Context: an optimization exercise on an open-source flow, tuned for small area. The choices shown serve that exercise and are no tape-out recipe.
The RTL was checked by simulation tests, not by an equivalence proof against the original design.
Power and IR drop assume default switching activity.

Design epdseq, start of the top module:
module epdseq #(
    parameter integer WIDTH           = 122,
    parameter integer HEIGHT          = 8,
    parameter integer CLKS_PER_MS     = 16,
    parameter integer BUSY_LEVEL      = 1,
    parameter integer BUSY_POLL_LIMIT = 200
) (
    input  wire        clk,
    input  wire        rst_n,
    input  wire        bus_we,
    input  wire        bus_re,
    input  wire [23:0] bus_addr,
    input  wire [31:0] bus_wdata,
    output reg  [31:0] bus_rdata,
    output reg         epd_cs_n,
    output reg         epd_dc,
    output reg         epd_sclk,
    output reg         epd_mosi,
    output reg         epd_rst_n,
    input  wire        epd_busy,
    input  wire        epd_tx_err
);
    localparam [2:0] ST_UNINIT   = 3'd0;
    localparam [2:0] ST_RESET    = 3'd1;
    localparam [2:0] ST_READY    = 3'd2;
    localparam [2:0] ST_UPD_FULL = 3'd3;
    localparam [2:0] ST_UPD_PART = 3'd4;
    localparam [2:0] ST_SLEEP    = 3'd5;
    localparam [2:0] ST_FAULT    = 3'd6;
    localparam [2:0] ST_ENTER_SL = 3'd7;
    localparam [2:0] E_OK      = 3'd0;
    localparam [2:0] E_ILLEGAL = 3'd1;
    localparam [2:0] E_BUSY    = 3'd2;
    localparam [2:0] E_STATE   = 3'd3;
    localparam [2:0] E_WINDOW  = 3'd4;
    localparam [2:0] E_BUSFLT  = 3'd5;
    localparam [2:0] E_TIMEOUT = 3'd6;
    localparam [3:0] K_CSA    = 4'd0;
    localparam [3:0] K_CSD    = 4'd1;
    localparam [3:0] K_SETRST = 4'd2;
    localparam [3:0] K_DELAY  = 4'd3;
    localparam [3:0] K_WAIT   = 4'd4;
    localparam [3:0] K_FINISH = 4'd5;
    localparam [3:0] K_TX     = 4'd8;
    localparam [3:0] K_TXW    = 4'd9;
    localparam [3:0] K_TXLUT  = 4'd10;
    localparam [3:0] K_STREAM = 4'd11;
    localparam [7:0] PC_UPD      = 8'd0;
    localparam [7:0] PC_LUT      = 8'd68;
    localparam [7:0] PC_FULL_RET = 8'd75;
    localparam [7:0] PC_TRIG     = 8'd125;
    localparam [7:0] PC_SLEEP    = 8'd121;
    localparam [7:0] PC_STRM_CSA = 8'd118;
  ...
For scale: roughly 4,100 cells after synthesis, about 51,000 sq um of cells after synthesis.
clock: 10.0 ns
lec_check: 0
cap_margin: 20
core_margin: 2
core_utilization: 45
slew_margin: 20
standard.sh (not shown) runs the stock make flow with config.mk's settings and CLKGATE_MAP_FILE= SYNTH_SCRIPT=/design/flow/synth_recipe.tcl, a recipe that flattens the netlist after the stock synthesis.
==> flow/flow/run.sh <==
#!/bin/bash
# Own layout flow: the standard synthesis, then the combinational logic is
# re-mapped for area (registers, their names and cell types are kept), then the
# standard ORFS layout from floorplan to finish. Each tool logs to its own file.
set -euo pipefail
W=$(pwd)
F=$W/flow
R=$W/orfs/results/$FLOW_PLATFORM/epdseq/base
LIB=$FLOW_HOME/platforms/$FLOW_PLATFORM/lib/sky130_fd_sc_hd__tt_025C_1v80.lib
YOSYS=$FLOW_HOME/../tools/install/yosys/bin/yosys
[[ -x $YOSYS ]] || YOSYS=$(command -v yosys)

# 1. standard synthesis, unchanged
bash standard.sh synth > $W/flow_1_synth.log 2>&1
cp $R/1_2_yosys.v $W/std_1_2_yosys.v

# 2. area re-mapping of the combinational logic
RESYN_LIB=$LIB RESYN_IN=$W/std_1_2_yosys.v RESYN_OUT=$W/resyn.v \
RESYN_ABC=$F/area.abc RESYN_SEQ=$F/seq.txt RESYN_TOP=$FLOW_TOP \
RESYN_DONT_USE="$(tr '\n' ' ' < $F/dont_use.txt)" \
RESYN_STAT0=$W/resyn_stat0.txt RESYN_STAT=$W/resyn_stat.txt \
  $YOSYS -c $F/resyn.tcl > $W/flow_2_resyn.log 2>&1
cp $W/resyn.v $R/1_2_yosys.v
rm -f $R/1_synth.odb $R/1_synth.sdc

# 3. netlist database from the re-mapped netlist, then the standard layout
bash standard.sh synth > $W/flow_3_synth_odb.log 2>&1
bash standard.sh RECOVER_POWER=100 "BUFFER_PORTS_ARGS=-buffer_cell sky130_fd_sc_hd__buf_1" \
  "CTS_ARGS=-sink_clustering_enable -repair_clock_nets -dont_use_dummy_load -sink_clustering_size 25 -sink_clustering_max_diameter 80" \
  > $W/flow_4_layout.log 2>&1
==> flow/flow/area.abc <==
strash
dc2
resub -K 8
dch -f
amap -F 20 -A 30 -C 5000
topo
strash
dch -f
amap -F 20 -A 30 -C 5000
topo
strash
dch -f
amap -F 20 -A 30 -C 5000
topo
==> flow/flow/resyn.tcl <==
# Re-map the combinational logic of the standard synthesis netlist for area.
# Registers (and their names and cell types) are kept exactly as they are.
set lib $::env(RESYN_LIB)
set in  $::env(RESYN_IN)
set out $::env(RESYN_OUT)
set scr $::env(RESYN_ABC)
set seq [split [string trim [read [open $::env(RESYN_SEQ)]]] "\n"]
set dont_use {}
foreach c $::env(RESYN_DONT_USE) { lappend dont_use -dont_use $c }

yosys read_liberty -ignore_miss_func $lib
yosys read_verilog -noblackbox $in
yosys hierarchy -top $::env(RESYN_TOP)
foreach c $seq { yosys blackbox $c }
yosys flatten
yosys opt_clean -purge
yosys tee -o $::env(RESYN_STAT0) stat
yosys abc -liberty $lib {*}$dont_use -script $scr
yosys opt_clean -purge
yosys hilomap -singleton -hicell sky130_fd_sc_hd__conb_1 HI -locell sky130_fd_sc_hd__conb_1 LO
yosys insbuf -buf sky130_fd_sc_hd__buf_4 A X
yosys read_liberty -lib -overwrite $lib
yosys hierarchy -top $::env(RESYN_TOP)
yosys check -assert -mapped
yosys tee -o $::env(RESYN_STAT) stat -liberty $lib
yosys write_verilog -noattr -nohex -nodec $out
Other scripts of this flow, unchanged in this note and not shown: flow/flow/dont_use.txt, flow/flow/seq.txt
The first run completed and failed the layout checks on max-capacitance violations, max-slew violations.
Edit:
--- a/flow/flow/run.sh
+++ b/flow/flow/run.sh
@@ -17,7 +17,17 @@
-# 2. area re-mapping of the combinational logic
-RESYN_LIB=$LIB RESYN_IN=$W/std_1_2_yosys.v RESYN_OUT=$W/resyn.v \
-RESYN_ABC=$F/area.abc RESYN_SEQ=$F/seq.txt RESYN_TOP=$FLOW_TOP \
-RESYN_DONT_USE="$(tr '\n' ' ' < $F/dont_use.txt)" \
-RESYN_STAT0=$W/resyn_stat0.txt RESYN_STAT=$W/resyn_stat.txt \
-  $YOSYS -c $F/resyn.tcl > $W/flow_2_resyn.log 2>&1
-cp $W/resyn.v $R/1_2_yosys.v
+# 2. area re-mapping of the combinational logic: a few ABC scripts, keep the
+#    smallest result
+best=""; best_area=""
+for abc in $F/area_*.abc; do
+  n=$(basename $abc .abc)
+  RESYN_LIB=$LIB RESYN_IN=$W/std_1_2_yosys.v RESYN_OUT=$W/resyn_$n.v \
+  RESYN_ABC=$abc RESYN_SEQ=$F/seq.txt RESYN_TOP=$FLOW_TOP \
+  RESYN_DONT_USE="$(tr '\n' ' ' < $F/dont_use.txt)" \
+  RESYN_STAT0=$W/resyn_stat0_$n.txt RESYN_STAT=$W/resyn_stat_$n.txt \
+    $YOSYS -c $F/resyn.tcl > $W/flow_2_resyn_$n.log 2>&1 || continue
+  a=$(awk '/Chip area/ {print $NF}' $W/resyn_stat_$n.txt)
+  if [[ -z "$best" ]] || awk -v a="$a" -v b="$best_area" 'BEGIN{exit !(a < b)}'; then
+    best=$n; best_area=$a
+  fi
+done
+echo "chosen $best $best_area" > $W/resyn_choice.txt
+cp $W/resyn_$best.v $R/1_2_yosys.v
@@ -28 +38 @@
-bash standard.sh RECOVER_POWER=100 "BUFFER_PORTS_ARGS=-buffer_cell sky130_fd_sc_hd__buf_1" \
+bash standard.sh "BUFFER_PORTS_ARGS=-buffer_cell sky130_fd_sc_hd__buf_1" \
==> flow/flow/area_a.abc (new file) <==
strash
dc2
resub -K 8
dch -f
amap -F 20 -A 30 -C 5000
topo
strash
dch -f
amap -F 20 -A 30 -C 5000
topo
strash
dch -f
amap -F 20 -A 30 -C 5000
topo
==> flow/flow/area_b.abc (new file) <==
strash
dc2
dch -f
amap -F 20 -A 30 -C 5000
topo
==> flow/flow/area_c.abc (new file) <==
strash
dc2
resub -K 8
resub -K 12 -N 2
dch -f
amap -F 20 -A 30 -C 5000
topo
strash
dch -f
amap -F 20 -A 30 -C 5000
topo
- CORE_UTILIZATION: 45 -> 35
removed: flow/flow/area.abc
After rerunning: Now the flow ran to the end with no violations. Synthesized cell count barely changes. Routed wire length is higher by 6.5%. Global-route usage is lower by 8.8 points. Clock power is higher by 15%. Critical path depth is lower by 3. Die area is higher by 28%. Design area is higher by 3.7%. Power is higher by 4.7%. Clock skew is lower by 25 ps. Worst hold slack stays flat.

[static timing again, ports no longer ideal]
How much do the figures lean on ideal ports? The routed layouts below were timed once more, with nothing changed but the port constraints. Step 1 sets driving cells, clkbuf_16 on the clock port and buf_2 on the other inputs (assumed; they add their load-dependent delay and slew). Step 2, shift: input delay + t, output delay - t, t = (earliest + latest rising clock arrival at the registers) / 2. This alone moves slack from input paths to output paths. a / b / c = no drivers / after step 1 / after step 2; a / b = the first two.
| run | t (ns) | setup slack, ns | latest minus earliest clock arrival (ns) | pins driven straight from the clock port |
|---|---|---|---|---|
| the first run | 0.781 | 0.623 / 0.679 / -0.102 | 0.180 / 0.179 | 1 |
| the second run | 0.795 | 2.250 / 2.252 / 1.456 | 0.125 / 0.125 | 1 |
For the second run, which loses most, drivers alone change the setup slack by +0.002 ns; drivers and shift together by -0.794 ns.
